Background: an optimization exercise with open tools, aiming at small area, a short achievable clock period and few clock cycles per item. Do not read the settings as production practice. Function was checked by simulation only, so behaviour that the tests miss may differ from the original. Power is estimated from default activity; no workload was simulated.

==> flow/design.v (outline; a module is shown in full before it is edited, if it fits) <==
// module csc_fp_add_s1: 31 lines
// module csc_fp_add_s2: 20 lines
// module csc_fp_add_s3: 55 lines
// module csc_fp_add: 12 lines
// module csc_fp_add3: 21 lines
// module csc_fp_mul_s1: 23 lines
// module csc_fp_mul_s2: 10 lines
// module csc_fp_mul_s3: 24 lines
// module csc_fp_mul_s4: 29 lines
// module csc_fp_mul: 13 lines
// module csc_fp_mul4: 24 lines
// module csc_fp_norm24: 17 lines
// module csc_mul2412: 469 lines
// module csc_fp_round: 26 lines
// module csc_elem: 326 lines
module csc_elem (
    input  wire        clk,
    input  wire        rst,         
    input  wire        in_valid,
    output wire        in_ready,
    input  wire [2:0]  in_op,       
    input  wire [31:0] in_max,      
    input  wire [31:0] in_half,     
    input  wire [31:0] in_kscale,   
    input  wire [31:0] in_x0,
    input  wire [31:0] in_x1,
    input  wire [31:0] in_x2,
    input  wire [31:0] in_x3,
    output wire        out_valid,
    input  wire        out_ready,
    output wire [31:0] out_y0,
    output wire [31:0] out_y1,
    output wire [31:0] out_y2
);
  // ...
==> flow/run.sh <==
#!/bin/bash
# synth_recipe.tcl (not shown) runs the flow's synth.tcl, then flattens the netlist and writes it again
# the make line also repeats each setting of config.mk as NAME=value (left out here)
make -C /OpenROAD-flow-scripts/flow DESIGN_CONFIG=/design/flow/config.mk WORK_HOME=/design/flow/orfs CLKGATE_MAP_FILE= SYNTH_SCRIPT=/design/flow/synth_recipe.tcl finish
==> flow/config.mk <==
export PLATFORM = sky130hd
export DESIGN_NAME = csc_elem
export DESIGN_NICKNAME = csc_elem
export VERILOG_FILES = /design/flow/design.v
export SDC_FILE = /design/flow/constraint.sdc
export NUM_CORES = 4
export LEC_CHECK = 0
export CAP_MARGIN = 20
export CORE_MARGIN = 2
export CORE_UTILIZATION = 45
export PLACE_DENSITY = 0.6
export SLEW_MARGIN = 20
==> flow/constraint.sdc <==
create_clock -name core_clock -period 28.0 [get_ports {clk}]
set_input_delay 5.6000 -clock core_clock [delete_from_list [all_inputs] [get_ports {clk}]]
set_output_delay 5.6000 -clock core_clock [all_outputs]
set_load 0.01 [all_outputs]
==> impl_results.md, run 1 <==
* Crit Path Max Fanout at 22
* Fraction of power consumed by sequential logic at 0.424
* Power share of the combinational group at 0.266
* Max IR drop VDD at 55.8 uV
* Unrepaired setup endpoints after global routing: no
* Worst setup path end: s5[8]
* Cts hold-fix bufs at 0
* Adder-Cell Fraction of Synth Area at 0.194
* Vert. Die Dim at 754 um
* FFs & Latches at 3,229
* Wire length on met2 at 333,000 um
* Port Buffers at 328
* Remaining global-route overflow at 0
* P per Cell Area at 56.4 nW/um^2
* DRC errors left at 0
* Top layer in use: met5
* Buffer share of cell area at 0.0208
* Share of the synthesized area in the top cell type at 0.359
* Outcome: no timing/DRC/antenna violations
* Final setup vio count at 0
* Routed WL at 721,000 um
* Final setup skew at 87.5 ps
* Antenna violations before repair at 36
* Non-Clock Buffer Count at 636
* Metal1 wirelength at 313,000 um
* Rows at 275
* I/O pin count at 329
Testbench counts, summed over its fixed seeds: cycles 7,448, items 2,400.
==> module csc_fp_add_s3, before the edit <==
module csc_fp_add_s3 (
    input  wire [67:0] m2,
    output reg  [31:0] y
);
    localparam [31:0] QNAN = 32'h7FC00000;
    wire [1:0]  spec    = m2[67:66];
    wire        inf_s   = m2[65];
    wire        sl      = m2[64];
    wire        eff_sub = m2[63];
    wire [7:0]  el      = m2[62:55];
    wire [26:0] mark    = m2[54:28];
    wire [27:0] sum     = m2[27:0];
    wire [26:0] v0   = sum[26:0];
    wire [26:0] z0   = v0 | mark;
    wire        c4 = (z0[26:11] == 0);
    wire [26:0] z1 = c4 ? {z0[10:0], 16'd0} : z0;
    wire [26:0] v1 = c4 ? {v0[10:0], 16'd0} : v0;
    wire        c3 = (z1[26:19] == 0);
    wire [26:0] z2 = c3 ? {z1[18:0], 8'd0} : z1;
    wire [26:0] v2 = c3 ? {v1[18:0], 8'd0} : v1;
    wire        c2 = (z2[26:23] == 0);
    wire [26:0] z3 = c2 ? {z2[22:0], 4'd0} : z2;
    wire [26:0] v3 = c2 ? {v2[22:0], 4'd0} : v2;
    wire        c1 = (z3[26:25] == 0);
    wire [26:0] z4 = c1 ? {z3[24:0], 2'd0} : z3;
    wire [26:0] v4 = c1 ? {v3[24:0], 2'd0} : v3;
    wire        c0 = ~z4[26];
    wire [26:0] v5 = c0 ? {v4[25:0], 1'd0} : v4;
    wire [4:0]  sh = {c4, c3, c2, c1, c0};
    reg  [26:0] n;
    reg  [9:0]  e;
    reg  [7:0]  exp_enc;
    reg         rnd_up;
    always @* begin
        if (sum[27]) begin
            n = {sum[27:2], sum[1] | sum[0]};
            e = {2'b00, el} + 10'd1;
        end else begin
            n = v5;
            e = {2'b00, el} - {5'd0, sh};
        end
        exp_enc = n[26] ? e[7:0] : 8'd0;
        rnd_up  = n[2] & (n[1] | n[0] | n[3]);
        if (spec == 2'd1)
            y = QNAN;
        else if (spec == 2'd2)
            y = {inf_s, 8'hFF, 23'd0};
        else if (sum == 28'd0)
            y = {eff_sub ? 1'b0 : sl, 31'd0};
        else if (e >= 10'd255)
            y = {sl, 8'hFF, 23'd0};
        else
            y = {sl, exp_enc, n[25:3]} + {31'd0, rnd_up};
    end
endmodule
==> run 2, diff against run 1 <==
==> flow/design.v (replaced) <==
module csc_fp_add_s1 (
    input  wire [31:0] a,
    input  wire [31:0] b,
    input  wire        sub,    
    output wire [65:0] m1
);
    wire        sa = a[31];
    wire        sb = b[31] ^ sub;
    wire [7:0]  ea = a[30:23];
    wire [7:0]  eb = b[30:23];
    wire        a_nan = (ea == 8'hFF) && (a[22:0] != 0);
    wire        b_nan = (eb == 8'hFF) && (b[22:0] != 0);
    wire        a_inf = (ea == 8'hFF) && (a[22:0] == 0);
    wire        b_inf = (eb == 8'hFF) && (b[22:0] == 0);
    wire        eff_sub = sa ^ sb;
    wire        is_nan = a_nan || b_nan || (a_inf && b_inf && eff_sub);
    wire        is_inf = a_inf || b_inf;
    wire        inf_s  = a_inf ? sa : sb;
    wire        swap = b[30:0] > a[30:0];
    wire [7:0]  xa   = (ea == 0) ? 8'd1 : ea;
    wire [7:0]  xb   = (eb == 0) ? 8'd1 : eb;
    wire [7:0]  dab  = xa - xb;
    wire [7:0]  dba  = xb - xa;
    wire [7:0]  d    = swap ? dba : dab;
    wire        sl   = swap ? sb : sa;
    wire [7:0]  el   = swap ? xb : xa;
    wire [23:0] ml   = swap ? {eb != 0, b[22:0]} : {ea != 0, a[22:0]};
    wire [23:0] ms   = swap ? {ea != 0, a[22:0]} : {eb != 0, b[22:0]};
    wire [4:0]  dd   = (d > 8'd27) ? 5'd27 : d[4:0];
    assign m1 = {is_nan ? 2'd1 : is_inf ? 2'd2 : 2'd0, inf_s, sl, eff_sub, el, dd, ml, ms};
endmodule
module csc_fp_add_s2 (
    input  wire [65:0] m1,
    output wire [67:0] m2
);
    wire [4:0]  hi      = m1[65:61];    
    wire        eff_sub = m1[61];
    wire [7:0]  el      = m1[60:53];
    wire [4:0]  dd      = m1[52:48];
    wire [23:0] ml      = m1[47:24];
    wire [23:0] ms      = m1[23:0];
    wire [25:0] t    = {ms, 2'b00};
    wire [25:0] ts   = t >> dd;
    wire        lost = |(t & ~({26{1'b1}} << dd));
    wire [26:0] al   = {ts, lost};
    wire [26:0] lw      = {ml, 3'b000};
    wire [27:0] sum     = eff_sub ? ({1'b0, lw} - {1'b0, al}) : ({1'b0, lw} + {1'b0, al});
    wire [7:0]  lim  = el - 8'd1;
    wire [26:0] mark = (lim > 8'd26) ? 27'd0 : (27'h4000000 >> lim[4:0]);
    assign m2 = {hi, el, mark, sum};
endmodule
module csc_fp_add_s3 (
    input  wire [67:0] m2,
    output wire [42:0] m3
);
    wire [4:0]  hi      = m2[67:63];    
    wire [7:0]  el      = m2[62:55];
    wire [26:0] mark    = m2[54:28];
    wire [27:0] sum     = m2[27:0];
    wire [26:0] v0   = sum[26:0];
    wire [26:0] z0   = v0 | mark;
    wire        c4 = (z0[26:11] == 0);
    wire [26:0] z1 = c4 ? {z0[10:0], 16'd0} : z0;
    wire [26:0] v1 = c4 ? {v0[10:0], 16'd0} : v0;
    wire        c3 = (z1[26:19] == 0);
    wire [26:0] z2 = c3 ? {z1[18:0], 8'd0} : z1;
    wire [26:0] v2 = c3 ? {v1[18:0], 8'd0} : v1;
    wire        c2 = (z2[26:23] == 0);
    wire [26:0] z3 = c2 ? {z2[22:0], 4'd0} : z2;
    wire [26:0] v3 = c2 ? {v2[22:0], 4'd0} : v2;
    wire        c1 = (z3[26:25] == 0);
    wire [26:0] z4 = c1 ? {z3[24:0], 2'd0} : z3;
    wire [26:0] v4 = c1 ? {v3[24:0], 2'd0} : v3;
    wire        c0 = ~z4[26];
    wire [26:0] v5 = c0 ? {v4[25:0], 1'd0} : v4;
    wire [4:0]  sh = {c4, c3, c2, c1, c0};
    wire [26:0] n = sum[27] ? {sum[27:2], sum[1] | sum[0]} : v5;
    wire [9:0]  e = sum[27] ? {2'b00, el} + 10'd1 : {2'b00, el} - {5'd0, sh};
    assign m3 = {hi, sum == 28'd0, e, n};
endmodule
module csc_fp_add_s4 (
    input  wire [42:0] m3,
    output reg  [31:0] y
);
    localparam [31:0] QNAN = 32'h7FC00000;
    wire [1:0]  spec    = m3[42:41];
    wire        inf_s   = m3[40];
    wire        sl      = m3[39];
    wire        eff_sub = m3[38];
    wire        zero    = m3[37];
    wire [9:0]  e       = m3[36:27];
    wire [26:0] n       = m3[26:0];
    wire [7:0]  exp_enc = n[26] ? e[7:0] : 8'd0;
    wire        rnd_up  = n[2] & (n[1] | n[0] | n[3]);
    always @* begin
        if (spec == 2'd1)
            y = QNAN;
        else if (spec == 2'd2)
            y = {inf_s, 8'hFF, 23'd0};
        else if (zero)
            y = {eff_sub ? 1'b0 : sl, 31'd0};
        else if (e >= 10'd255)
            y = {sl, 8'hFF, 23'd0};
        else
            y = {sl, exp_enc, n[25:3]} + {31'd0, rnd_up};
    end
endmodule
module csc_fp_add (
    input  wire [31:0] a,
    input  wire [31:0] b,
    input  wire        sub,
    output wire [31:0] y
);
    wire [65:0] m1;
    wire [67:0] m2;
    wire [42:0] m3;
    csc_fp_add_s1 u1 (.a(a), .b(b), .sub(sub), .m1(m1));
    csc_fp_add_s2 u2 (.m1(m1), .m2(m2));
    csc_fp_add_s3 u3 (.m2(m2), .m3(m3));
    csc_fp_add_s4 u4 (.m3(m3), .y(y));
endmodule
module csc_fp_add4 (
    input  wire        clk,
    input  wire        en,
    input  wire [31:0] a,
    input  wire [31:0] b,
    input  wire        sub,
    output wire [31:0] y
);
    wire [65:0] m1;
    wire [67:0] m2;
    wire [42:0] m3;
    reg  [65:0] m1_r;
    reg  [67:0] m2_r;
    reg  [42:0] m3_r;
    csc_fp_add_s1 u1 (.a(a), .b(b), .sub(sub), .m1(m1));
    csc_fp_add_s2 u2 (.m1(m1_r), .m2(m2));
    csc_fp_add_s3 u3 (.m2(m2_r), .m3(m3));
    csc_fp_add_s4 u4 (.m3(m3_r), .y(y));
    always @(posedge clk)
        if (en) begin
            m1_r <= m1;
            m2_r <= m2;
            m3_r <= m3;
        end
endmodule
module csc_fp_mul_s1 (
    input  wire [31:0] a,
    input  wire [31:0] b,
    output wire [70:0] m1
);
    wire        s  = a[31] ^ b[31];
    wire [7:0]  ea = a[30:23];
    wire [7:0]  eb = b[30:23];
    wire        a_nan  = (ea == 8'hFF) && (a[22:0] != 0);
    wire        b_nan  = (eb == 8'hFF) && (b[22:0] != 0);
    wire        a_inf  = (ea == 8'hFF) && (a[22:0] == 0);
    wire        b_inf  = (eb == 8'hFF) && (b[22:0] == 0);
    wire        a_zero = (a[30:0] == 0);
    wire        b_zero = (b[30:0] == 0);
    wire [1:0]  spec = (a_nan || b_nan || (a_inf && b_zero) || (b_inf && a_zero)) ? 2'd1 :
                       (a_inf || b_inf) ? 2'd2 : (a_zero || b_zero) ? 2'd3 : 2'd0;
    wire [23:0] na, nb;
    wire [4:0]  lza, lzb;
    csc_fp_norm24 u_na (.m({ea != 0, a[22:0]}), .n(na), .lz(lza));
    csc_fp_norm24 u_nb (.m({eb != 0, b[22:0]}), .n(nb), .lz(lzb));
    wire [9:0]  exs = {2'b00, (ea == 0) ? 8'd1 : ea} + {2'b00, (eb == 0) ? 8'd1 : eb} - 10'd127;
    assign m1 = {spec, s, exs, lza, lzb, na, nb};
endmodule
module csc_fp_mul_s2 (
    input  wire [70:0] m1,
    output wire [108:0] m2
);
    wire [9:0]  ex = m1[67:58] - {5'd0, m1[57:53]} - {5'd0, m1[52:48]};
    wire [31:0] p2, p1, p0;
    csc_mul248 u_p2 (.a(m1[47:24]), .b(m1[23:16]), .p(p2));
    csc_mul248 u_p1 (.a(m1[47:24]), .b(m1[15:8]),  .p(p1));
    csc_mul248 u_p0 (.a(m1[47:24]), .b(m1[7:0]),   .p(p0));
    assign m2 = {m1[70:68], ex, p2, p1, p0};
endmodule
module csc_fp_mul_s3 (
    input  wire [108:0] m2,
    output wire [43:0] m3
);
    wire [2:0]  hi   = m2[108:106];     
    wire [9:0]  ex0  = m2[105:96];
    wire [47:0] q2   = {m2[95:64], 16'd0};
    wire [47:0] q1   = {8'd0, m2[63:32], 8'd0};
    wire [47:0] q0   = {16'd0, m2[31:0]};
    wire [47:0] cs_s = q2 ^ q1 ^ q0;
    wire [47:0] cs_c = {(q2[46:0] & q1[46:0]) | (q2[46:0] & q0[46:0]) | (q1[46:0] & q0[46:0]), 1'b0};
    wire [47:0] p  = cs_s + cs_c;
    wire signed [9:0] exa = $signed(ex0);
    wire signed [9:0] exb = $signed(ex0) + 10'sd1;
    wire        tiny_a = (exa < 10'sd1);
    wire        tiny_b = (exb < 10'sd1);
    wire signed [9:0] shwa = 10'sd1 - exa;
    wire signed [9:0] shwb = 10'sd1 - exb;
    wire [4:0]  shra = !tiny_a ? 5'd0 : (shwa > 10'sd26) ? 5'd26 : shwa[4:0];
    wire [4:0]  shrb = !tiny_b ? 5'd0 : (shwb > 10'sd26) ? 5'd26 : shwb[4:0];
    wire        ovf  = p[47] ? (exb > 10'sd254) : (exa > 10'sd254);
    wire [7:0]  exp_enc = p[47] ? (tiny_b ? 8'd0 : exb[7:0]) : (tiny_a ? 8'd0 : exa[7:0]);
    wire [4:0]  shr  = p[47] ? shrb : shra;
    wire [47:0] m  = p[47] ? p : {p[46:0], 1'b0};
    wire [26:0] mc = {m[47:22], |m[21:0]};
    assign m3 = {hi, ovf, exp_enc, shr, mc};
endmodule
module csc_fp_mul_s4 (
    input  wire [43:0] m3,
    output reg  [31:0] y
);
    localparam [31:0] QNAN = 32'h7FC00000;
    wire [1:0]  spec    = m3[43:42];
    wire        s       = m3[41];
    wire        ovf     = m3[40];
    wire [7:0]  exp_enc = m3[39:32];
    wire [4:0]  shr     = m3[31:27];
    wire [26:0] mc      = m3[26:0];
    wire [26:0] q    = mc >> shr;
    wire        lost = |(mc & ~({27{1'b1}} << shr));
    wire        g    = q[2];
    wire        st   = q[1] | q[0] | lost;
    wire        rnd_up = g & (st | q[3]);
    always @* begin
        if (spec == 2'd1)
            y = QNAN;
        else if (spec == 2'd2)
            y = {s, 8'hFF, 23'd0};
        else if (spec == 2'd3)
            y = {s, 31'd0};
        else if (ovf)
            y = {s, 8'hFF, 23'd0};
        else
            y = {s, exp_enc, q[25:3]} + {31'd0, rnd_up};
    end
endmodule
module csc_fp_mul (
    input  wire [31:0] a,
    input  wire [31:0] b,
    output wire [31:0] y
);
    wire [70:0] m1;
    wire [108:0] m2;
    wire [43:0] m3;
    csc_fp_mul_s1 u1 (.a(a), .b(b), .m1(m1));
    csc_fp_mul_s2 u2 (.m1(m1), .m2(m2));
    csc_fp_mul_s3 u3 (.m2(m2), .m3(m3));
    csc_fp_mul_s4 u4 (.m3(m3), .y(y));
endmodule
module csc_fp_mul4 (
    input  wire        clk,
    input  wire        en,
    input  wire [31:0] a,
    input  wire [31:0] b,
    output wire [31:0] y
);
    wire [70:0] m1;
    wire [108:0] m2;
    wire [43:0] m3;
    reg  [70:0] m1_r;
    reg  [108:0] m2_r;
    reg  [43:0] m3_r;
    csc_fp_mul_s1 u1 (.a(a), .b(b), .m1(m1));
    csc_fp_mul_s2 u2 (.m1(m1_r), .m2(m2));
    csc_fp_mul_s3 u3 (.m2(m2_r), .m3(m3));
    csc_fp_mul_s4 u4 (.m3(m3_r), .y(y));
    always @(posedge clk)
        if (en) begin
            m1_r <= m1;
            m2_r <= m2;
            m3_r <= m3;
        end
endmodule
module csc_fp_norm24 (
    input  wire [23:0] m,
    output wire [23:0] n,
    output wire [4:0]  lz
);
    wire        c4 = (m[23:8] == 0);
    wire [23:0] m1 = c4 ? {m[7:0], 16'd0} : m;
    wire        c3 = (m1[23:16] == 0);
    wire [23:0] m2 = c3 ? {m1[15:0], 8'd0} : m1;
    wire        c2 = (m2[23:20] == 0);
    wire [23:0] m3 = c2 ? {m2[19:0], 4'd0} : m2;
    wire        c1 = (m3[23:22] == 0);
    wire [23:0] m4 = c1 ? {m3[21:0], 2'd0} : m3;
    wire        c0 = ~m4[23];
    assign n  = c0 ? {m4[22:0], 1'b0} : m4;
    assign lz = {c4, c3, c2, c1, c0};
endmodule
module csc_mul248 (
    input  wire [23:0] a,
    input  wire [7:0] b,
    output wire [31:0] p
);
    wire s1 = (a[6] & b[0]) ^ (a[5] & b[1]);
    wire c2 = (a[6] & b[0]) & (a[5] & b[1]);
    wire s3 = (a[7] & b[0]) ^ (a[6] & b[1]) ^ (a[5] & b[2]);
    wire c4 = ((a[7] & b[0]) & (a[6] & b[1])) | ((a[7] & b[0]) & (a[5] & b[2])) | ((a[6] & b[1]) & (a[5] & b[2]));
    wire s5 = (a[4] & b[3]) ^ (a[3] & b[4]);
    wire c6 = (a[4] & b[3]) & (a[3] & b[4]);
    wire s7 = (a[8] & b[0]) ^ (a[7] & b[1]) ^ (a[6] & b[2]);
    wire c8 = ((a[8] & b[0]) & (a[7] & b[1])) | ((a[8] & b[0]) & (a[6] & b[2])) | ((a[7] & b[1]) & (a[6] & b[2]));
    wire s9 = (a[5] & b[3]) ^ (a[4] & b[4]) ^ (a[3] & b[5]);
    wire c10 = ((a[5] & b[3]) & (a[4] & b[4])) | ((a[5] & b[3]) & (a[3] & b[5])) | ((a[4] & b[4]) & (a[3] & b[5]));
    wire s11 = (a[9] & b[0]) ^ (a[8] & b[1]) ^ (a[7] & b[2]);
    wire c12 = ((a[9] & b[0]) & (a[8] & b[1])) | ((a[9] & b[0]) & (a[7] & b[2])) | ((a[8] & b[1]) & (a[7] & b[2]));
    wire s13 = (a[6] & b[3]) ^ (a[5] & b[4]) ^ (a[4] & b[5]);
    wire c14 = ((a[6] & b[3]) & (a[5] & b[4])) | ((a[6] & b[3]) & (a[4] & b[5])) | ((a[5] & b[4]) & (a[4] & b[5]));
    wire s15 = (a[10] & b[0]) ^ (a[9] & b[1]) ^ (a[8] & b[2]);
    wire c16 = ((a[10] & b[0]) & (a[9] & b[1])) | ((a[10] & b[0]) & (a[8] & b[2])) | ((a[9] & b[1]) & (a[8] & b[2]));
    wire s17 = (a[7] & b[3]) ^ (a[6] & b[4]) ^ (a[5] & b[5]);
    wire c18 = ((a[7] & b[3]) & (a[6] & b[4])) | ((a[7] & b[3]) & (a[5] & b[5])) | ((a[6] & b[4]) & (a[5] & b[5]));
    wire s19 = (a[11] & b[0]) ^ (a[10] & b[1]) ^ (a[9] & b[2]);
    wire c20 = ((a[11] & b[0]) & (a[10] & b[1])) | ((a[11] & b[0]) & (a[9] & b[2])) | ((a[10] & b[1]) & (a[9] & b[2]));
    wire s21 = (a[8] & b[3]) ^ (a[7] & b[4]) ^ (a[6] & b[5]);
    wire c22 = ((a[8] & b[3]) & (a[7] & b[4])) | ((a[8] & b[3]) & (a[6] & b[5])) | ((a[7] & b[4]) & (a[6] & b[5]));
    wire s23 = (a[12] & b[0]) ^ (a[11] & b[1]) ^ (a[10] & b[2]);
    wire c24 = ((a[12] & b[0]) & (a[11] & b[1])) | ((a[12] & b[0]) & (a[10] & b[2])) | ((a[11] & b[1]) & (a[10] & b[2]));
    wire s25 = (a[9] & b[3]) ^ (a[8] & b[4]) ^ (a[7] & b[5]);
    wire c26 = ((a[9] & b[3]) & (a[8] & b[4])) | ((a[9] & b[3]) & (a[7] & b[5])) | ((a[8] & b[4]) & (a[7] & b[5]));
    wire s27 = (a[13] & b[0]) ^ (a[12] & b[1]) ^ (a[11] & b[2]);
    wire c28 = ((a[13] & b[0]) & (a[12] & b[1])) | ((a[13] & b[0]) & (a[11] & b[2])) | ((a[12] & b[1]) & (a[11] & b[2]));
    wire s29 = (a[10] & b[3]) ^ (a[9] & b[4]) ^ (a[8] & b[5]);
    wire c30 = ((a[10] & b[3]) & (a[9] & b[4])) | ((a[10] & b[3]) & (a[8] & b[5])) | ((a[9] & b[4]) & (a[8] & b[5]));
    wire s31 = (a[14] & b[0]) ^ (a[13] & b[1]) ^ (a[12] & b[2]);
    wire c32 = ((a[14] & b[0]) & (a[13] & b[1])) | ((a[14] & b[0]) & (a[12] & b[2])) | ((a[13] & b[1]) & (a[12] & b[2]));
    wire s33 = (a[11] & b[3]) ^ (a[10] & b[4]) ^ (a[9] & b[5]);
    wire c34 = ((a[11] & b[3]) & (a[10] & b[4])) | ((a[11] & b[3]) & (a[9] & b[5])) | ((a[10] & b[4]) & (a[9] & b[5]));
    wire s35 = (a[15] & b[0]) ^ (a[14] & b[1]) ^ (a[13] & b[2]);
    wire c36 = ((a[15] & b[0]) & (a[14] & b[1])) | ((a[15] & b[0]) & (a[13] & b[2])) | ((a[14] & b[1]) & (a[13] & b[2]));
    wire s37 = (a[12] & b[3]) ^ (a[11] & b[4]) ^ (a[10] & b[5]);
    wire c38 = ((a[12] & b[3]) & (a[11] & b[4])) | ((a[12] & b[3]) & (a[10] & b[5])) | ((a[11] & b[4]) & (a[10] & b[5]));
    wire s39 = (a[16] & b[0]) ^ (a[15] & b[1]) ^ (a[14] & b[2]);
    wire c40 = ((a[16] & b[0]) & (a[15] & b[1])) | ((a[16] & b[0]) & (a[14] & b[2])) | ((a[15] & b[1]) & (a[14] & b[2]));
    wire s41 = (a[13] & b[3]) ^ (a[12] & b[4]) ^ (a[11] & b[5]);
    wire c42 = ((a[13] & b[3]) & (a[12] & b[4])) | ((a[13] & b[3]) & (a[11] & b[5])) | ((a[12] & b[4]) & (a[11] & b[5]));
    wire s43 = (a[17] & b[0]) ^ (a[16] & b[1]) ^ (a[15] & b[2]);
    wire c44 = ((a[17] & b[0]) & (a[16] & b[1])) | ((a[17] & b[0]) & (a[15] & b[2])) | ((a[16] & b[1]) & (a[15] & b[2]));
    wire s45 = (a[14] & b[3]) ^ (a[13] & b[4]) ^ (a[12] & b[5]);
    wire c46 = ((a[14] & b[3]) & (a[13] & b[4])) | ((a[14] & b[3]) & (a[12] & b[5])) | ((a[13] & b[4]) & (a[12] & b[5]));
    wire s47 = (a[18] & b[0]) ^ (a[17] & b[1]) ^ (a[16] & b[2]);
    wire c48 = ((a[18] & b[0]) & (a[17] & b[1])) | ((a[18] & b[0]) & (a[16] & b[2])) | ((a[17] & b[1]) & (a[16] & b[2]));
    wire s49 = (a[15] & b[3]) ^ (a[14] & b[4]) ^ (a[13] & b[5]);
    wire c50 = ((a[15] & b[3]) & (a[14] & b[4])) | ((a[15] & b[3]) & (a[13] & b[5])) | ((a[14] & b[4]) & (a[13] & b[5]));
    wire s51 = (a[19] & b[0]) ^ (a[18] & b[1]) ^ (a[17] & b[2]);
    wire c52 = ((a[19] & b[0]) & (a[18] & b[1])) | ((a[19] & b[0]) & (a[17] & b[2])) | ((a[18] & b[1]) & (a[17] & b[2]));
    wire s53 = (a[16] & b[3]) ^ (a[15] & b[4]) ^ (a[14] & b[5]);
    wire c54 = ((a[16] & b[3]) & (a[15] & b[4])) | ((a[16] & b[3]) & (a[14] & b[5])) | ((a[15] & b[4]) & (a[14] & b[5]));
    wire s55 = (a[20] & b[0]) ^ (a[19] & b[1]) ^ (a[18] & b[2]);
    wire c56 = ((a[20] & b[0]) & (a[19] & b[1])) | ((a[20] & b[0]) & (a[18] & b[2])) | ((a[19] & b[1]) & (a[18] & b[2]));
    wire s57 = (a[17] & b[3]) ^ (a[16] & b[4]) ^ (a[15] & b[5]);
    wire c58 = ((a[17] & b[3]) & (a[16] & b[4])) | ((a[17] & b[3]) & (a[15] & b[5])) | ((a[16] & b[4]) & (a[15] & b[5]));
    wire s59 = (a[21] & b[0]) ^ (a[20] & b[1]) ^ (a[19] & b[2]);
    wire c60 = ((a[21] & b[0]) & (a[20] & b[1])) | ((a[21] & b[0]) & (a[19] & b[2])) | ((a[20] & b[1]) & (a[19] & b[2]));
    wire s61 = (a[18] & b[3]) ^ (a[17] & b[4]) ^ (a[16] & b[5]);
    wire c62 = ((a[18] & b[3]) & (a[17] & b[4])) | ((a[18] & b[3]) & (a[16] & b[5])) | ((a[17] & b[4]) & (a[16] & b[5]));
    wire s63 = (a[22] & b[0]) ^ (a[21] & b[1]) ^ (a[20] & b[2]);
    wire c64 = ((a[22] & b[0]) & (a[21] & b[1])) | ((a[22] & b[0]) & (a[20] & b[2])) | ((a[21] & b[1]) & (a[20] & b[2]));
    wire s65 = (a[19] & b[3]) ^ (a[18] & b[4]) ^ (a[17] & b[5]);
    wire c66 = ((a[19] & b[3]) & (a[18] & b[4])) | ((a[19] & b[3]) & (a[17] & b[5])) | ((a[18] & b[4]) & (a[17] & b[5]));
    wire s67 = (a[23] & b[0]) ^ (a[22] & b[1]) ^ (a[21] & b[2]);
    wire c68 = ((a[23] & b[0]) & (a[22] & b[1])) | ((a[23] & b[0]) & (a[21] & b[2])) | ((a[22] & b[1]) & (a[21] & b[2]));
    wire s69 = (a[20] & b[3]) ^ (a[19] & b[4]) ^ (a[18] & b[5]);
    wire c70 = ((a[20] & b[3]) & (a[19] & b[4])) | ((a[20] & b[3]) & (a[18] & b[5])) | ((a[19] & b[4]) & (a[18] & b[5]));
    wire s71 = (a[23] & b[1]) ^ (a[22] & b[2]) ^ (a[21] & b[3]);
    wire c72 = ((a[23] & b[1]) & (a[22] & b[2])) | ((a[23] & b[1]) & (a[21] & b[3])) | ((a[22] & b[2]) & (a[21] & b[3]));
    wire s73 = (a[20] & b[4]) ^ (a[19] & b[5]);
    wire c74 = (a[20] & b[4]) & (a[19] & b[5]);
    wire s75 = (a[23] & b[2]) ^ (a[22] & b[3]) ^ (a[21] & b[4]);
    wire c76 = ((a[23] & b[2]) & (a[22] & b[3])) | ((a[23] & b[2]) & (a[21] & b[4])) | ((a[22] & b[3]) & (a[21] & b[4]));
    wire s77 = (a[4] & b[0]) ^ (a[3] & b[1]);
    wire c78 = (a[4] & b[0]) & (a[3] & b[1]);
    wire s79 = (a[5] & b[0]) ^ (a[4] & b[1]) ^ (a[3] & b[2]);
    wire c80 = ((a[5] & b[0]) & (a[4] & b[1])) | ((a[5] & b[0]) & (a[3] & b[2])) | ((a[4] & b[1]) & (a[3] & b[2]));
    wire s81 = (a[2] & b[3]) ^ (a[1] & b[4]);
    wire c82 = (a[2] & b[3]) & (a[1] & b[4]);
    wire s83 = s1 ^ (a[4] & b[2]) ^ (a[3] & b[3]);
    wire c84 = (s1 & (a[4] & b[2])) | (s1 & (a[3] & b[3])) | ((a[4] & b[2]) & (a[3] & b[3]));
    wire s85 = (a[2] & b[4]) ^ (a[1] & b[5]) ^ (a[0] & b[6]);
    wire c86 = ((a[2] & b[4]) & (a[1] & b[5])) | ((a[2] & b[4]) & (a[0] & b[6])) | ((a[1] & b[5]) & (a[0] & b[6]));
    wire s87 = s3 ^ s5 ^ (a[2] & b[5]);
    wire c88 = (s3 & s5) | (s3 & (a[2] & b[5])) | (s5 & (a[2] & b[5]));
    wire s89 = (a[1] & b[6]) ^ (a[0] & b[7]) ^ c2;
    wire c90 = ((a[1] & b[6]) & (a[0] & b[7])) | ((a[1] & b[6]) & c2) | ((a[0] & b[7]) & c2);
    wire s91 = s7 ^ s9 ^ (a[2] & b[6]);
    wire c92 = (s7 & s9) | (s7 & (a[2] & b[6])) | (s9 & (a[2] & b[6]));
    wire s93 = (a[1] & b[7]) ^ c4 ^ c6;
    wire c94 = ((a[1] & b[7]) & c4) | ((a[1] & b[7]) & c6) | (c4 & c6);
    wire s95 = s11 ^ s13 ^ (a[3] & b[6]);
    wire c96 = (s11 & s13) | (s11 & (a[3] & b[6])) | (s13 & (a[3] & b[6]));
    wire s97 = (a[2] & b[7]) ^ c8 ^ c10;
    wire c98 = ((a[2] & b[7]) & c8) | ((a[2] & b[7]) & c10) | (c8 & c10);
    wire s99 = s15 ^ s17 ^ (a[4] & b[6]);
    wire c100 = (s15 & s17) | (s15 & (a[4] & b[6])) | (s17 & (a[4] & b[6]));
    wire s101 = (a[3] & b[7]) ^ c12 ^ c14;
    wire c102 = ((a[3] & b[7]) & c12) | ((a[3] & b[7]) & c14) | (c12 & c14);
    wire s103 = s19 ^ s21 ^ (a[5] & b[6]);
    wire c104 = (s19 & s21) | (s19 & (a[5] & b[6])) | (s21 & (a[5] & b[6]));
    wire s105 = (a[4] & b[7]) ^ c16 ^ c18;
    wire c106 = ((a[4] & b[7]) & c16) | ((a[4] & b[7]) & c18) | (c16 & c18);
    wire s107 = s23 ^ s25 ^ (a[6] & b[6]);
    wire c108 = (s23 & s25) | (s23 & (a[6] & b[6])) | (s25 & (a[6] & b[6]));
    wire s109 = (a[5] & b[7]) ^ c20 ^ c22;
    wire c110 = ((a[5] & b[7]) & c20) | ((a[5] & b[7]) & c22) | (c20 & c22);
    wire s111 = s27 ^ s29 ^ (a[7] & b[6]);
    wire c112 = (s27 & s29) | (s27 & (a[7] & b[6])) | (s29 & (a[7] & b[6]));
    wire s113 = (a[6] & b[7]) ^ c24 ^ c26;
    wire c114 = ((a[6] & b[7]) & c24) | ((a[6] & b[7]) & c26) | (c24 & c26);
    wire s115 = s31 ^ s33 ^ (a[8] & b[6]);
    wire c116 = (s31 & s33) | (s31 & (a[8] & b[6])) | (s33 & (a[8] & b[6]));
    wire s117 = (a[7] & b[7]) ^ c28 ^ c30;
    wire c118 = ((a[7] & b[7]) & c28) | ((a[7] & b[7]) & c30) | (c28 & c30);
    wire s119 = s35 ^ s37 ^ (a[9] & b[6]);
    wire c120 = (s35 & s37) | (s35 & (a[9] & b[6])) | (s37 & (a[9] & b[6]));
    wire s121 = (a[8] & b[7]) ^ c32 ^ c34;
    wire c122 = ((a[8] & b[7]) & c32) | ((a[8] & b[7]) & c34) | (c32 & c34);
    wire s123 = s39 ^ s41 ^ (a[10] & b[6]);
    wire c124 = (s39 & s41) | (s39 & (a[10] & b[6])) | (s41 & (a[10] & b[6]));
    wire s125 = (a[9] & b[7]) ^ c36 ^ c38;
    wire c126 = ((a[9] & b[7]) & c36) | ((a[9] & b[7]) & c38) | (c36 & c38);
    wire s127 = s43 ^ s45 ^ (a[11] & b[6]);
    wire c128 = (s43 & s45) | (s43 & (a[11] & b[6])) | (s45 & (a[11] & b[6]));
    wire s129 = (a[10] & b[7]) ^ c40 ^ c42;
    wire c130 = ((a[10] & b[7]) & c40) | ((a[10] & b[7]) & c42) | (c40 & c42);
    wire s131 = s47 ^ s49 ^ (a[12] & b[6]);
    wire c132 = (s47 & s49) | (s47 & (a[12] & b[6])) | (s49 & (a[12] & b[6]));
    wire s133 = (a[11] & b[7]) ^ c44 ^ c46;
    wire c134 = ((a[11] & b[7]) & c44) | ((a[11] & b[7]) & c46) | (c44 & c46);
    wire s135 = s51 ^ s53 ^ (a[13] & b[6]);
    wire c136 = (s51 & s53) | (s51 & (a[13] & b[6])) | (s53 & (a[13] & b[6]));
    wire s137 = (a[12] & b[7]) ^ c48 ^ c50;
    wire c138 = ((a[12] & b[7]) & c48) | ((a[12] & b[7]) & c50) | (c48 & c50);
    wire s139 = s55 ^ s57 ^ (a[14] & b[6]);
    wire c140 = (s55 & s57) | (s55 & (a[14] & b[6])) | (s57 & (a[14] & b[6]));
    wire s141 = (a[13] & b[7]) ^ c52 ^ c54;
    wire c142 = ((a[13] & b[7]) & c52) | ((a[13] & b[7]) & c54) | (c52 & c54);
    wire s143 = s59 ^ s61 ^ (a[15] & b[6]);
    wire c144 = (s59 & s61) | (s59 & (a[15] & b[6])) | (s61 & (a[15] & b[6]));
    wire s145 = (a[14] & b[7]) ^ c56 ^ c58;
    wire c146 = ((a[14] & b[7]) & c56) | ((a[14] & b[7]) & c58) | (c56 & c58);
    wire s147 = s63 ^ s65 ^ (a[16] & b[6]);
    wire c148 = (s63 & s65) | (s63 & (a[16] & b[6])) | (s65 & (a[16] & b[6]));
    wire s149 = (a[15] & b[7]) ^ c60 ^ c62;
    wire c150 = ((a[15] & b[7]) & c60) | ((a[15] & b[7]) & c62) | (c60 & c62);
    wire s151 = s67 ^ s69 ^ (a[17] & b[6]);
    wire c152 = (s67 & s69) | (s67 & (a[17] & b[6])) | (s69 & (a[17] & b[6]));
    wire s153 = (a[16] & b[7]) ^ c64 ^ c66;
    wire c154 = ((a[16] & b[7]) & c64) | ((a[16] & b[7]) & c66) | (c64 & c66);
    wire s155 = s71 ^ s73 ^ (a[18] & b[6]);
    wire c156 = (s71 & s73) | (s71 & (a[18] & b[6])) | (s73 & (a[18] & b[6]));
    wire s157 = (a[17] & b[7]) ^ c68 ^ c70;
    wire c158 = ((a[17] & b[7]) & c68) | ((a[17] & b[7]) & c70) | (c68 & c70);
    wire s159 = s75 ^ (a[20] & b[5]) ^ (a[19] & b[6]);
    wire c160 = (s75 & (a[20] & b[5])) | (s75 & (a[19] & b[6])) | ((a[20] & b[5]) & (a[19] & b[6]));
    wire s161 = (a[18] & b[7]) ^ c72 ^ c74;
    wire c162 = ((a[18] & b[7]) & c72) | ((a[18] & b[7]) & c74) | (c72 & c74);
    wire s163 = (a[23] & b[3]) ^ (a[22] & b[4]) ^ (a[21] & b[5]);
    wire c164 = ((a[23] & b[3]) & (a[22] & b[4])) | ((a[23] & b[3]) & (a[21] & b[5])) | ((a[22] & b[4]) & (a[21] & b[5]));
    wire s165 = (a[20] & b[6]) ^ (a[19] & b[7]) ^ c76;
    wire c166 = ((a[20] & b[6]) & (a[19] & b[7])) | ((a[20] & b[6]) & c76) | ((a[19] & b[7]) & c76);
    wire s167 = (a[23] & b[4]) ^ (a[22] & b[5]) ^ (a[21] & b[6]);
    wire c168 = ((a[23] & b[4]) & (a[22] & b[5])) | ((a[23] & b[4]) & (a[21] & b[6])) | ((a[22] & b[5]) & (a[21] & b[6]));
    wire s169 = (a[3] & b[0]) ^ (a[2] & b[1]);
    wire c170 = (a[3] & b[0]) & (a[2] & b[1]);
    wire s171 = s77 ^ (a[2] & b[2]) ^ (a[1] & b[3]);
    wire c172 = (s77 & (a[2] & b[2])) | (s77 & (a[1] & b[3])) | ((a[2] & b[2]) & (a[1] & b[3]));
    wire s173 = s79 ^ s81 ^ (a[0] & b[5]);
    wire c174 = (s79 & s81) | (s79 & (a[0] & b[5])) | (s81 & (a[0] & b[5]));
    wire s175 = s83 ^ s85 ^ c80;
    wire c176 = (s83 & s85) | (s83 & c80) | (s85 & c80);
    wire s177 = s87 ^ s89 ^ c84;
    wire c178 = (s87 & s89) | (s87 & c84) | (s89 & c84);
    wire s179 = s91 ^ s93 ^ c88;
    wire c180 = (s91 & s93) | (s91 & c88) | (s93 & c88);
    wire s181 = s95 ^ s97 ^ c92;
    wire c182 = (s95 & s97) | (s95 & c92) | (s97 & c92);
    wire s183 = s99 ^ s101 ^ c96;
    wire c184 = (s99 & s101) | (s99 & c96) | (s101 & c96);
    wire s185 = s103 ^ s105 ^ c100;
    wire c186 = (s103 & s105) | (s103 & c100) | (s105 & c100);
    wire s187 = s107 ^ s109 ^ c104;
    wire c188 = (s107 & s109) | (s107 & c104) | (s109 & c104);
    wire s189 = s111 ^ s113 ^ c108;
    wire c190 = (s111 & s113) | (s111 & c108) | (s113 & c108);
    wire s191 = s115 ^ s117 ^ c112;
    wire c192 = (s115 & s117) | (s115 & c112) | (s117 & c112);
    wire s193 = s119 ^ s121 ^ c116;
    wire c194 = (s119 & s121) | (s119 & c116) | (s121 & c116);
    wire s195 = s123 ^ s125 ^ c120;
    wire c196 = (s123 & s125) | (s123 & c120) | (s125 & c120);
    wire s197 = s127 ^ s129 ^ c124;
    wire c198 = (s127 & s129) | (s127 & c124) | (s129 & c124);
    wire s199 = s131 ^ s133 ^ c128;
    wire c200 = (s131 & s133) | (s131 & c128) | (s133 & c128);
    wire s201 = s135 ^ s137 ^ c132;
    wire c202 = (s135 & s137) | (s135 & c132) | (s137 & c132);
    wire s203 = s139 ^ s141 ^ c136;
    wire c204 = (s139 & s141) | (s139 & c136) | (s141 & c136);
    wire s205 = s143 ^ s145 ^ c140;
    wire c206 = (s143 & s145) | (s143 & c140) | (s145 & c140);
    wire s207 = s147 ^ s149 ^ c144;
    wire c208 = (s147 & s149) | (s147 & c144) | (s149 & c144);
    wire s209 = s151 ^ s153 ^ c148;
    wire c210 = (s151 & s153) | (s151 & c148) | (s153 & c148);
    wire s211 = s155 ^ s157 ^ c152;
    wire c212 = (s155 & s157) | (s155 & c152) | (s157 & c152);
    wire s213 = s159 ^ s161 ^ c156;
    wire c214 = (s159 & s161) | (s159 & c156) | (s161 & c156);
    wire s215 = s163 ^ s165 ^ c160;
    wire c216 = (s163 & s165) | (s163 & c160) | (s165 & c160);
    wire s217 = s167 ^ (a[20] & b[7]) ^ c164;
    wire c218 = (s167 & (a[20] & b[7])) | (s167 & c164) | ((a[20] & b[7]) & c164);
    wire s219 = (a[23] & b[5]) ^ (a[22] & b[6]) ^ (a[21] & b[7]);
    wire c220 = ((a[23] & b[5]) & (a[22] & b[6])) | ((a[23] & b[5]) & (a[21] & b[7])) | ((a[22] & b[6]) & (a[21] & b[7]));
    wire s221 = (a[2] & b[0]) ^ (a[1] & b[1]);
    wire c222 = (a[2] & b[0]) & (a[1] & b[1]);
    wire s223 = s169 ^ (a[1] & b[2]) ^ (a[0] & b[3]);
    wire c224 = (s169 & (a[1] & b[2])) | (s169 & (a[0] & b[3])) | ((a[1] & b[2]) & (a[0] & b[3]));
    wire s225 = s171 ^ (a[0] & b[4]) ^ c170;
    wire c226 = (s171 & (a[0] & b[4])) | (s171 & c170) | ((a[0] & b[4]) & c170);
    wire s227 = s173 ^ c78 ^ c172;
    wire c228 = (s173 & c78) | (s173 & c172) | (c78 & c172);
    wire s229 = s175 ^ c82 ^ c174;
    wire c230 = (s175 & c82) | (s175 & c174) | (c82 & c174);
    wire s231 = s177 ^ c86 ^ c176;
    wire c232 = (s177 & c86) | (s177 & c176) | (c86 & c176);
    wire s233 = s179 ^ c90 ^ c178;
    wire c234 = (s179 & c90) | (s179 & c178) | (c90 & c178);
    wire s235 = s181 ^ c94 ^ c180;
    wire c236 = (s181 & c94) | (s181 & c180) | (c94 & c180);
    wire s237 = s183 ^ c98 ^ c182;
    wire c238 = (s183 & c98) | (s183 & c182) | (c98 & c182);
    wire s239 = s185 ^ c102 ^ c184;
    wire c240 = (s185 & c102) | (s185 & c184) | (c102 & c184);
    wire s241 = s187 ^ c106 ^ c186;
    wire c242 = (s187 & c106) | (s187 & c186) | (c106 & c186);
    wire s243 = s189 ^ c110 ^ c188;
    wire c244 = (s189 & c110) | (s189 & c188) | (c110 & c188);
    wire s245 = s191 ^ c114 ^ c190;
    wire c246 = (s191 & c114) | (s191 & c190) | (c114 & c190);
    wire s247 = s193 ^ c118 ^ c192;
    wire c248 = (s193 & c118) | (s193 & c192) | (c118 & c192);
    wire s249 = s195 ^ c122 ^ c194;
    wire c250 = (s195 & c122) | (s195 & c194) | (c122 & c194);
    wire s251 = s197 ^ c126 ^ c196;
    wire c252 = (s197 & c126) | (s197 & c196) | (c126 & c196);
    wire s253 = s199 ^ c130 ^ c198;
    wire c254 = (s199 & c130) | (s199 & c198) | (c130 & c198);
    wire s255 = s201 ^ c134 ^ c200;
    wire c256 = (s201 & c134) | (s201 & c200) | (c134 & c200);
    wire s257 = s203 ^ c138 ^ c202;
    wire c258 = (s203 & c138) | (s203 & c202) | (c138 & c202);
    wire s259 = s205 ^ c142 ^ c204;
    wire c260 = (s205 & c142) | (s205 & c204) | (c142 & c204);
    wire s261 = s207 ^ c146 ^ c206;
    wire c262 = (s207 & c146) | (s207 & c206) | (c146 & c206);
    wire s263 = s209 ^ c150 ^ c208;
    wire c264 = (s209 & c150) | (s209 & c208) | (c150 & c208);
    wire s265 = s211 ^ c154 ^ c210;
    wire c266 = (s211 & c154) | (s211 & c210) | (c154 & c210);
    wire s267 = s213 ^ c158 ^ c212;
    wire c268 = (s213 & c158) | (s213 & c212) | (c158 & c212);
    wire s269 = s215 ^ c162 ^ c214;
    wire c270 = (s215 & c162) | (s215 & c214) | (c162 & c214);
    wire s271 = s217 ^ c166 ^ c216;
    wire c272 = (s217 & c166) | (s217 & c216) | (c166 & c216);
    wire s273 = s219 ^ c168 ^ c218;
    wire c274 = (s219 & c168) | (s219 & c218) | (c168 & c218);
    wire s275 = (a[23] & b[6]) ^ (a[22] & b[7]) ^ c220;
    wire c276 = ((a[23] & b[6]) & (a[22] & b[7])) | ((a[23] & b[6]) & c220) | ((a[22] & b[7]) & c220);
    wire [31:0] r0 = {1'b0, (a[23] & b[7]), s275, s273, s271, s269, s267, s265, s263, s261, s259, s257, s255, s253, s251, s249, s247, s245, s243, s241, s239, s237, s235, s233, s231, s229, s227, s225, s223, s221, (a[1] & b[0]), (a[0] & b[0])};
    wire [31:0] r1 = {1'b0, c276, c274, c272, c270, c268, c266, c264, c262, c260, c258, c256, c254, c252, c250, c248, c246, c244, c242, c240, c238, c236, c234, c232, c230, c228, c226, c224, c222, (a[0] & b[2]), (a[0] & b[1]), 1'b0};
    assign p = r0 + r1;
endmodule
module csc_fp_round (
    input  wire [31:0] x,
    output reg  [31:0] y
);
    wire [7:0]  e  = x[30:23];
    wire [23:0] m  = {1'b1, x[22:0]};
    wire [7:0]  fbw = 8'd150 - e;                
    wire [4:0]  fb  = fbw[4:0];
    wire [24:0] low  = ~({25{1'b1}} << fb);
    wire [24:0] kept = {1'b0, m} & ~low;
    wire [24:0] up   = ({1'b0, m} | low) + 25'd1;
    wire        half = m[fb - 5'd1];
    wire [24:0] m2   = half ? up : kept;
    always @* begin
        if (e == 8'hFF && x[22:0] != 0)
            y = 32'h7FC00000;
        else if (e >= 8'd150)
            y = x;
        else if (e < 8'd126)
            y = {x[31], 31'd0};
        else if (m2[24])
            y = {x[31], e + 8'd1, m2[23:1]};
        else
            y = {x[31], e, m2[22:0]};
    end
endmodule
module csc_elem (
    input  wire        clk,
    input  wire        rst,         
    input  wire        in_valid,
    output wire        in_ready,
    input  wire [2:0]  in_op,       
    input  wire [31:0] in_max,      
    input  wire [31:0] in_half,     
    input  wire [31:0] in_kscale,   
    input  wire [31:0] in_x0,
    input  wire [31:0] in_x1,
    input  wire [31:0] in_x2,
    input  wire [31:0] in_x3,
    output wire        out_valid,
    input  wire        out_ready,
    output wire [31:0] out_y0,
    output wire [31:0] out_y1,
    output wire [31:0] out_y2
);
    localparam [31:0] F_NZERO = 32'h80000000;    
    localparam [31:0] F_ONE   = 32'h3F800000;    
    localparam [31:0] C_1402 = 32'h3FB374BC, C_0344136 = 32'h3EB03298, C_0714136 = 32'h3F36D19E;
    localparam [31:0] C_1772 = 32'h3FE2D0E5, C_0299 = 32'h3E991687, C_0587 = 32'h3F1645A2;
    localparam [31:0] C_0114 = 32'h3DE978D5, C_0168736 = 32'h3E2CC921, C_0331264 = 32'h3EA99B6F;
    localparam [31:0] C_05 = 32'h3F000000, C_0418688 = 32'h3ED65E46, C_0081312 = 32'h3DA686E8;
    localparam [1:0] K_CMY = 2'd0, K_YCC = 2'd1, K_RGB = 2'd2;
    localparam TW = 12;
    localparam [TW-1:0] T0 = {TW{1'b0}};
    reg        stall;
    wire       adv = ~stall;
    reg [1:0]  ph;
    reg        started;
    reg [2:0]  s5_ctr, cur_s5;
    reg [1:0]  s4_ctr, s3_ctr, cur_s4, cur_s3;
    wire [1:0] in_kind = (in_op == 3'd3) ? K_YCC : (in_op == 3'd4) ? K_RGB :
                         (in_op == 3'd1 || in_op == 3'd2) ? K_CMY : K_RGB;
    wire       issue   = in_valid && (ph == 2'd0 || started);
    wire [6:0] is_slot = (ph == 2'd0) ? {s5_ctr, s4_ctr, s3_ctr} : {cur_s5, cur_s4, cur_s3};
    reg        in_ready_r;
    assign in_ready = in_ready_r;
    wire [1:0] ph_n      = adv ? ((ph == 2'd2) ? 2'd0 : ph + 2'd1) : ph;
    wire       started_n = !adv ? started : (ph == 2'd0 && in_valid) ? 1'b1 :
                           (ph == 2'd2) ? 1'b0 : started;
    wire       stall_n;
    reg [31:0] ctx_m  [0:2];    
    reg [31:0] ctx_a  [0:4];    
    reg [31:0] ctx_k  [0:3];    
    reg [31:0] ctx_ks [0:3];    
    reg [31:0] ctx_kp [0:3];    
    reg [TW-1:0] tk0;
    reg [31:0]   p0_a, p0_b;
    reg          p0_sub;
    reg [31:0] sel_a, sel_b;
    reg        sel_sub;
    always @* begin
        sel_a = in_max; sel_b = in_x0; sel_sub = 1'b1;
        case (in_kind)
        K_YCC:
            case (ph)
            2'd0:    begin sel_a = in_x1;  sel_b = in_half; sel_sub = 1'b1; end    
            2'd1:    begin sel_a = in_x2;  sel_b = in_half; sel_sub = 1'b1; end    
            default: begin sel_a = in_max; sel_b = F_NZERO; sel_sub = 1'b0; end    
            endcase
        default:    
            case (ph)
            2'd0:    begin sel_a = in_max; sel_b = in_x0; end
            2'd1:    begin sel_a = in_max; sel_b = in_x1; end
            default: begin sel_a = in_max; sel_b = in_x2; end
            endcase
        endcase
    end
    always @(posedge clk) begin
        if (rst) begin
            in_ready_r <= 1'b0;
            ph       <= 2'd0;
            started  <= 1'b0;
            s5_ctr   <= 3'd0;
            s4_ctr   <= 2'd0;
            s3_ctr   <= 2'd0;
            tk0      <= T0;
        end else begin
            in_ready_r <= started_n && ph_n == 2'd2 && !stall_n;
        end
        if (!rst && adv) begin
            ph  <= ph_n;
            started <= started_n;
            tk0 <= {issue, in_kind, ph, is_slot};
            if (ph == 2'd0 && in_valid) begin
                cur_s5   <= s5_ctr;
                cur_s4   <= s4_ctr;
                s5_ctr   <= (s5_ctr == 3'd4) ? 3'd0 : s5_ctr + 3'd1;
                cur_s3   <= s3_ctr;
                s4_ctr   <= s4_ctr + 2'd1;
                s3_ctr   <= (s3_ctr == 2'd2) ? 2'd0 : s3_ctr + 2'd1;
            end
        end
        if (adv) begin
            p0_a   <= sel_a;
            p0_b   <= sel_b;
            p0_sub <= sel_sub;
            if (ph == 2'd0 && in_valid) begin
                ctx_m[s3_ctr]    <= in_max;
                ctx_a[s5_ctr]    <= (in_kind == K_YCC) ? in_x0 : in_half;
                ctx_k[s4_ctr]    <= in_x3;
                ctx_ks[s4_ctr]   <= in_kscale;
            end
        end
    end
    wire [31:0] p1_y;
    csc_fp_add4 u_p1 (.clk(clk), .en(adv), .a(p0_a), .b(p0_b), .sub(p0_sub), .y(p1_y));
    reg [TW-1:0] tk1a, tk1b, tk1c, tk1;
    reg [31:0]   p1_r;
    always @(posedge clk) begin
        if (adv) begin tk1a <= tk0; tk1b <= tk1a; tk1c <= tk1b; tk1 <= tk1c; end
        if (rst) begin tk1a[TW-1] <= 1'b0; tk1b[TW-1] <= 1'b0; tk1c[TW-1] <= 1'b0; tk1[TW-1] <= 1'b0; end
        if (adv) p1_r <= p1_y;
    end
    wire [1:0]  k1 = tk1[10:9];
    wire [31:0] p2_a = (k1 == K_RGB) ? ctx_m[tk1[1:0]] : p1_r;
    wire [31:0] p2_b = (k1 == K_RGB) ? p1_r : F_NZERO;
    wire [31:0] p2_y;
    csc_fp_add4 u_p2 (.clk(clk), .en(adv), .a(p2_a), .b(p2_b), .sub(k1 == K_RGB), .y(p2_y));
    reg [TW-1:0] tk2a, tk2b, tk2c, tk2;
    reg [31:0]   p2_r;
    always @(posedge clk) begin
        if (adv) begin tk2a <= tk1; tk2b <= tk2a; tk2c <= tk2b; tk2 <= tk2c; end
        if (rst) begin tk2a[TW-1] <= 1'b0; tk2b[TW-1] <= 1'b0; tk2c[TW-1] <= 1'b0; tk2[TW-1] <= 1'b0; end
        if (adv) p2_r <= p2_y;
    end
    reg [31:0] g0, g1, x0, x1, x2, kx, ksx;
    reg [TW-1:0] tkx;           
    reg [1:0]  l2_cnt;          
    reg        l2_v;
    reg        l2_kp;           
    wire       x_load = tk2[11] && tk2[8:7] == 2'd2;
    always @(posedge clk) begin
        if (rst) begin
            l2_cnt <= 2'd0;
            l2_v   <= 1'b0;
            l2_kp  <= 1'b0;
        end else if (adv) begin
            l2_kp <= x_load && tk2[10:9] == K_YCC;
            if (x_load)              begin l2_cnt <= 2'd0; l2_v <= 1'b1; end
            else if (l2_cnt == 2'd2) begin l2_cnt <= 2'd0; l2_v <= 1'b0; end
            else if (l2_v)           l2_cnt <= l2_cnt + 2'd1;
        end
        if (adv) begin
            if (tk2[8:7] == 2'd0) g0 <= p2_r;
            if (tk2[8:7] == 2'd1) g1 <= p2_r;
            if (x_load) begin
                x0 <= g0; x1 <= g1; x2 <= p2_r; tkx <= tk2;
                kx <= ctx_k[tk2[3:2]]; ksx <= ctx_ks[tk2[3:2]];
            end
        end
    end
    wire [1:0]  lk = tkx[10:9];
    wire [6:0]  ls = tkx[6:0];
    wire [1:0]  lc = l2_cnt;
    wire [TW-1:0] tkl2 = {l2_v, lk, lc, ls};
    reg [31:0] ma_a, ma_b, mb_a, mb_b;
    always @* begin
        ma_a = x0; ma_b = F_ONE; mb_a = x1; mb_b = F_ONE;
        case (lk)
        K_RGB:
            case (lc)
            2'd0:    begin ma_b = C_0299;    mb_b = C_0587;    end
            2'd1:    begin ma_b = C_0168736; mb_b = C_0331264; end
            default: begin ma_b = C_05;      mb_b = C_0418688; end
            endcase
        K_YCC:
            case (lc)
            2'd0:    begin ma_a = x1; ma_b = C_1402; end
            2'd1:    begin ma_a = x0; ma_b = C_0344136; mb_a = x1; mb_b = C_0714136; end
            default: begin ma_a = x0; ma_b = C_1772; end
            endcase
        default:    
            case (lc)
            2'd0:    ma_a = x0;
            2'd1:    ma_a = x1;
            default: ma_a = x2;
            endcase
        endcase
    end
    wire [31:0] mb_a2 = l2_kp ? kx  : mb_a;
    wire [31:0] mb_b2 = l2_kp ? ksx : mb_b;
    wire [31:0] ma_y, mb_y;
    csc_fp_mul4 u_ma (.clk(clk), .en(adv), .a(ma_a), .b(ma_b), .y(ma_y));
    csc_fp_mul4 u_mb (.clk(clk), .en(adv), .a(mb_a2), .b(mb_b2), .y(mb_y));
    reg [TW-1:0] tk3a, tk3b, tk3c, tk3;
    reg [31:0]   pa, pb;
    always @(posedge clk) begin
        if (adv) begin tk3a <= tkl2; tk3b <= tk3a; tk3c <= tk3b; tk3 <= tk3c; end
        if (rst) begin tk3a[TW-1] <= 1'b0; tk3b[TW-1] <= 1'b0; tk3c[TW-1] <= 1'b0; tk3[TW-1] <= 1'b0; end
        if (adv) begin pa <= ma_y; pb <= mb_y; end
    end
    wire [1:0]  k3 = tk3[10:9];
    wire [1:0]  c3 = tk3[8:7];
    always @(posedge clk)
        if (adv && tk3[11] && k3 == K_YCC && c3 == 2'd0) ctx_kp[tk3[3:2]] <= pb;
    reg [31:0] a3;
    always @(posedge clk)
        if (adv && tk3c[8:7] == 2'd0) a3 <= ctx_a[tk3c[6:4]];
    reg [31:0] l3_a, l3_b;
    reg        l3_sub;
    always @* begin
        l3_a = a3; l3_b = pa; l3_sub = 1'b0;
        case (k3)
        K_RGB:   begin
                     if (c3 == 2'd0) l3_a = pb;
                     l3_sub = (c3 == 2'd1);
                 end
        K_YCC:   l3_sub = (c3 == 2'd1);
        default: begin l3_a = pa; l3_b = F_NZERO; end
        endcase
    end
    wire [31:0] l3_y;
    csc_fp_add4 u_l3 (.clk(clk), .en(adv), .a(l3_a), .b(l3_b), .sub(l3_sub), .y(l3_y));
    reg [TW-1:0] tk4a, tk4b, tk4c, tk4;
    reg [31:0]   s4, pb4a, pb4b, pb4c, pb4;
    always @(posedge clk) begin
        if (adv) begin tk4a <= tk3; tk4b <= tk4a; tk4c <= tk4b; tk4 <= tk4c; end
        if (rst) begin tk4a[TW-1] <= 1'b0; tk4b[TW-1] <= 1'b0; tk4c[TW-1] <= 1'b0; tk4[TW-1] <= 1'b0; end
        if (adv) begin
            s4 <= l3_y;
            pb4a <= pb; pb4b <= pb4a; pb4c <= pb4b; pb4 <= pb4c;
        end
    end
    wire [1:0]  k4 = tk4[10:9];
    wire [1:0]  c4 = tk4[8:7];
    reg [31:0] l4_b;
    reg        l4_sub;
    always @* begin
        l4_b = F_NZERO; l4_sub = 1'b0;
        if ((k4 == K_RGB && c4 != 2'd0) || (k4 == K_YCC && c4 == 2'd1)) begin
            l4_b = pb4; l4_sub = 1'b1;
        end
    end
    wire [31:0] l4_y;
    csc_fp_add4 u_l4 (.clk(clk), .en(adv), .a(s4), .b(l4_b), .sub(l4_sub), .y(l4_y));
    reg [TW-1:0] tk5a, tk5b, tk5c, tk5, tkr;
    wire [31:0]  mc_y;         
    reg [31:0]   s5, pcr, sr;
    wire [31:0] rnd_y;
    csc_fp_round u_rnd (.x(s5), .y(rnd_y));
    always @(posedge clk) begin
        if (adv) begin tk5a <= tk4; tk5b <= tk5a; tk5c <= tk5b; tk5 <= tk5c; tkr <= tk5; end
        if (rst) begin tk5a[TW-1] <= 1'b0; tk5b[TW-1] <= 1'b0; tk5c[TW-1] <= 1'b0; tk5[TW-1] <= 1'b0; tkr[TW-1] <= 1'b0; end
        if (adv) begin
            s5 <= l4_y;
            pcr <= mc_y;
            sr <= (tk5[10:9] == K_YCC) ? rnd_y : s5;
        end
    end
    reg [31:0] xc1, xc2, xc3;
    always @(posedge clk)
        if (adv) begin
            if (tkl2[11] && tkl2[8:7] == 2'd2) xc1 <= x2;
            if (tk3c[11] && tk3c[8:7] == 2'd2) xc2 <= xc1;
            if (tk4b[11] && tk4b[8:7] == 2'd2) xc3 <= xc2;
        end
    reg [31:0] mc_b;
    always @*
        if (tk5a[10:9] == K_RGB)
            mc_b = (tk5a[8:7] == 2'd0) ? C_0114 : (tk5a[8:7] == 2'd1) ? C_05 : C_0081312;
        else
            mc_b = F_ONE;
    csc_fp_mul4 u_mc (.clk(clk), .en(adv), .a(xc3), .b(mc_b), .y(mc_y));
    wire [1:0]  k5 = tkr[10:9];
    wire [1:0]  c5 = tkr[8:7];
    reg [31:0] l5_a, l5_b;
    reg        l5_sub;
    always @* begin
        l5_a = sr; l5_b = F_NZERO; l5_sub = 1'b0;
        if (k5 == K_YCC) begin
            l5_a = pcr; l5_b = sr; l5_sub = 1'b1;
        end else if (k5 == K_RGB) begin
            l5_b = pcr; l5_sub = (c5 == 2'd2);
        end
    end
    wire [31:0] l5_y;
    csc_fp_add4 u_l5 (.clk(clk), .en(adv), .a(l5_a), .b(l5_b), .sub(l5_sub), .y(l5_y));
    reg [TW-1:0] tk6a, tk6b, tk6c, tk6;
    reg [31:0]   d6;
    always @(posedge clk) begin
        if (adv) begin tk6a <= tkr; tk6b <= tk6a; tk6c <= tk6b; tk6 <= tk6c; end
        if (rst) begin tk6a[TW-1] <= 1'b0; tk6b[TW-1] <= 1'b0; tk6c[TW-1] <= 1'b0; tk6[TW-1] <= 1'b0; end
        if (adv) d6 <= l5_y;
    end
    reg [31:0] l6_b;
    always @(posedge clk)
        if (adv && tk6c[8:7] == 2'd0) l6_b <= (tk6c[10:9] == K_YCC) ? ctx_kp[tk6c[3:2]] : F_ONE;
    wire [31:0] l6_y;
    csc_fp_mul4 u_l6 (.clk(clk), .en(adv), .a(d6), .b(l6_b), .y(l6_y));
    reg [TW-1:0] tk7a, tk7b, tk7c, tk7;
    reg [31:0]   y7;
    always @(posedge clk) begin
        if (adv) begin tk7a <= tk6; tk7b <= tk7a; tk7c <= tk7b; tk7 <= tk7c; end
        if (rst) begin tk7a[TW-1] <= 1'b0; tk7b[TW-1] <= 1'b0; tk7c[TW-1] <= 1'b0; tk7[TW-1] <= 1'b0; end
        if (adv) y7 <= l6_y;
    end
    reg [31:0] ya0, ya1, o0, o1, o2;
    reg        ov;
    wire       done    = tk7[11] && tk7[8:7] == 2'd2;
    wire       load    = adv && done;
    wire       ov_next = load || (ov && !out_ready);
    wire [TW-1:0] tk7_next = adv ? tk7c : tk7;
    assign stall_n = ov_next && tk7_next[11] && tk7_next[8:7] == 2'd2;
    always @(posedge clk) begin
        if (rst) begin
            ov    <= 1'b0;
            stall <= 1'b0;
        end else begin
            ov    <= ov_next;
            stall <= stall_n;
        end
        if (adv) begin
            if (tk7[11] && tk7[8:7] == 2'd0) ya0 <= y7;
            if (tk7[11] && tk7[8:7] == 2'd1) ya1 <= y7;
            if (done) begin o0 <= ya0; o1 <= ya1; o2 <= y7; end
        end
    end
    assign out_valid = ov;
    assign out_y0 = o0;
    assign out_y1 = o1;
    assign out_y2 = o2;
endmodule
==> flow/flow/run.sh (new file) <==
#!/bin/bash
# The standard layout (the standard.sh: standard synthesis, floorplan,
# placement, CTS, routing, finish), with one change: the buffers that the
# placement step puts on every input and output port are buf_4 cells
# instead of the slow delay buffer buffer_ports picks by default.
set -euo pipefail
export BUFFER_PORTS_ARGS="-buffer_cell sky130_fd_sc_hd__buf_4"
bash standard.sh > standard_flow.log 2>&1
==> flow/standard.sh (new file) <==
#!/bin/bash
# synth_recipe.tcl (not shown) runs the flow's synth.tcl, then flattens the netlist and writes it again
# the make line also repeats each setting of config.mk as NAME=value (left out here)
make -C /OpenROAD-flow-scripts/flow DESIGN_CONFIG=/design/flow/config.mk WORK_HOME=/design/flow/orfs CLKGATE_MAP_FILE= SYNTH_SCRIPT=/design/flow/synth_recipe.tcl "${@:-finish}"
removed: flow/run.sh
==> impl_results.md, run 2 <==
* Share of the synthesized area in the top cell type at 0.409 (+0.0498)
* Worst skew pair latency at 1030 ps
* Largest net degree at the start of global routing at 165
* Tcrit/Tclk final at 0.275
* Via count at 193,000
* Tmin final at 7710 ps
* TritonCTS clock tree: built
* Register area share after synthesis at 0.412
* Port Buffers at 328 (unchanged)
* Mean post-synth cell area at 10.4 sq um
* Most frequent cell after synthesis: edfxtp_1
* Commonest cells post-synth: edfxtp_1 (3,660), nand2_1 (2,996), inv_1 (2,627)
* Critical Path AT at 8380 ps
* TritonCTS buffer count at 407
* DRC errors left at 0 (unchanged)
* Worst min path class: reg2reg
* Vert. Die Dim at 777 um (+3.0%)
* Rel. slew slack at 0.226
* Layout cells sized above 1 at 0.0814
* Post-route cell area at 293,000 sq um
* Crit Path Max Fanout at 40 (+82%)
* Maximum clock path buffer count at 4
* Power share of the combinational group at 0.167 (-0.099)
* Remaining global-route overflow at 0 (unchanged)
* Total negative setup slack at 0 ps
* Antenna violations before repair at 47 (+31%)
* Clock share of power at 0.364
* Worst path required time at 28,670 ps
* Outcome: no timing/DRC/antenna violations
* Top_reg_cell synth: edfxtp_1
* Unrepaired setup endpoints after global routing: no
* P per Cell Area at 52.0 nW/um^2 (-7.8%)
* Max FFs per register at 160
* Most frequent cells in the layout: edfxtp_1 (3,660), nand2_1 (2,996), inv_1 (2,626)
* Rows at 283 (+2.9%)
* Drt pass-1 iters at 6
* Vias in the first global route at 188,000
* Synthesized cell area at 269,000 sq um
* Max-cap violations at 0
* EDFF count, synth at 3,660
* Max IR drop VDD at 58.6 uV (+5.1%)
* Post-DR vias/cell at 5.69
* Register bit count reported by yosys at 3,705
* I/O pin count at 329 (unchanged)
* Fraction of power consumed by sequential logic at 0.469 (+0.045)
* Mapped Cells at 25,900
* Final hold vios at 0
* Routed WL at 740,000 um (+2.7%)
* Final Max Tran Viols at 0
* Final setup vio count at 0 (unchanged)
* Clock root cell: clkbuf_16
* Sw Share at 0.286
* Fmax at 0.130 GHz
* Final setup skew at 120 ps (+32.1 ps)
* Placed Instance Area at 279,000 sq um
* Htree depth at 5
* Setup bufs post-CTS at 0
* Area leader, netlist: edfxtp_1
* WS Path Type: reg2reg
* Nets at 28,800
* Area Growth Syn to Fin at 8.96%
* Post-cts resize count at 0
* GRT Overall Usage at 0.240
* Synth unique cells at 123
* Syn Nets at 28,900
* Clock Sinks at 3,705
* Die area at 604,000 sq um
* Post-synth ARST share at 0
* Top post-synthesis cells by area: edfxtp_1 (41%), fa_1 (11%), ha_1 (6.2%), nand2_1 (4.2%), inv_1 (3.7%)
* Worst-Margin Slew at 1160 ps
* Cts hold-fix bufs at 0 (unchanged)
[run 2: changes by cell type after synthesis, sizes merged, moves of 197 or more]
cell and change:
edfxtp +633, nand2 +838, and2 -603, fa -242, xnor2 +208, inv +197
[run 2: worst paths after layout]
path	from	slack (ps)	end	cells after the start
worst min register to register	ya1[17]	330	o1[17]	0
worst max-delay path	u_mc.m1_r[19]	20290	u_mc.m2_r[31]	25
worst min-delay path	ya1[17]	330	o1[17]	0
worst max register to register	u_mc.m1_r[19]	20290	u_mc.m2_r[31]	25
[run 2: logic make-up after synthesis]
logic type,count (synthesis),synth area share
flops,3705,0.412
compound gates,4893,0.116
mux,1378,0.0650
buf+inv,3929,0.0561
xor+xnor,1254,0.0408
fa+ha+maj,2869,0.174
simple gates,7877,0.136
[run 2: final cells by class]
type / count / area (sq um)
tap: 7837 / 9810
clock buffer: 487 / 10700
inverter: 2677 / 10100
multi-input combinational: 18300 / 143000
clock inverter: 262 / 3150
sequential: 3705 / 111000
timing repair buffer: 658 / 5060
fill: 53700 / 302000
antenna: 7 / 17.5
[run 2: worst max-delay path, stage by stage (launching register included)]
cell and delay, ps:
edfxtp_1 330, buf_4 330, buf_4 460, nand2_1 330
inv_1 260, maj3_1 210, nand2_1 80, fa_1 540
fa_1 510, inv_1 50, fa_1 470, ha_1 360
a21o_1 210, a21o_1 180, a21oi_1 360, o31a_1 300
o21ai_0 150, o41ai_1 620, o211ai_1 230, o21a_1 210
nor2_1 220, o21ai_0 240, a41o_1 320, o21a_1 180
o21ai_0 150, a21oi_1 80
[run 2: power groups by stage]
stage	logic [mW]	clock network [mW]	registers (mW)
CTS	2.54	5.67	7.14
finish	2.55	5.54	7.15
global route	2.84	5.87	7.18
detailed placement	2.52	0	7.25
global placement	2.51	0	7.25
floorplan	1.95	0	6.94
[run 2: through the flow]
step	worst slack [ps]	hold WS, ps
detailed placement	20050	405
global route	19900	337
global placement	20060	400
floorplan	-13930	400
CTS	20330	333
finish	20290	329
[run 2: per-layer routing]
metal / part of all wire / track usage / wire (um) / vias up
met1: 0.43 / 0.326 / 320000 / 95300
met2: 0.47 / 0.397 / 347000 / 5950
met4: 0.040 / 0.0845 / 29800 / 8
met3: 0.057 / 0.0287 / 42300 / 1221
li1: - / - / - / 90500
met5: 0.000069 / 0 / 51 / -
Testbench counts of run 2, summed over its fixed seeds: cycles 7,488, items 2,400.

Setup slack of run 2, layout unchanged: 20.288 ns with ideal ports, 20.288 ns with driving cells assumed (clock clkbuf_16, inputs buf_2), 20.288 ns with port delays also shifted by the 1.111 ns mid clock arrival.
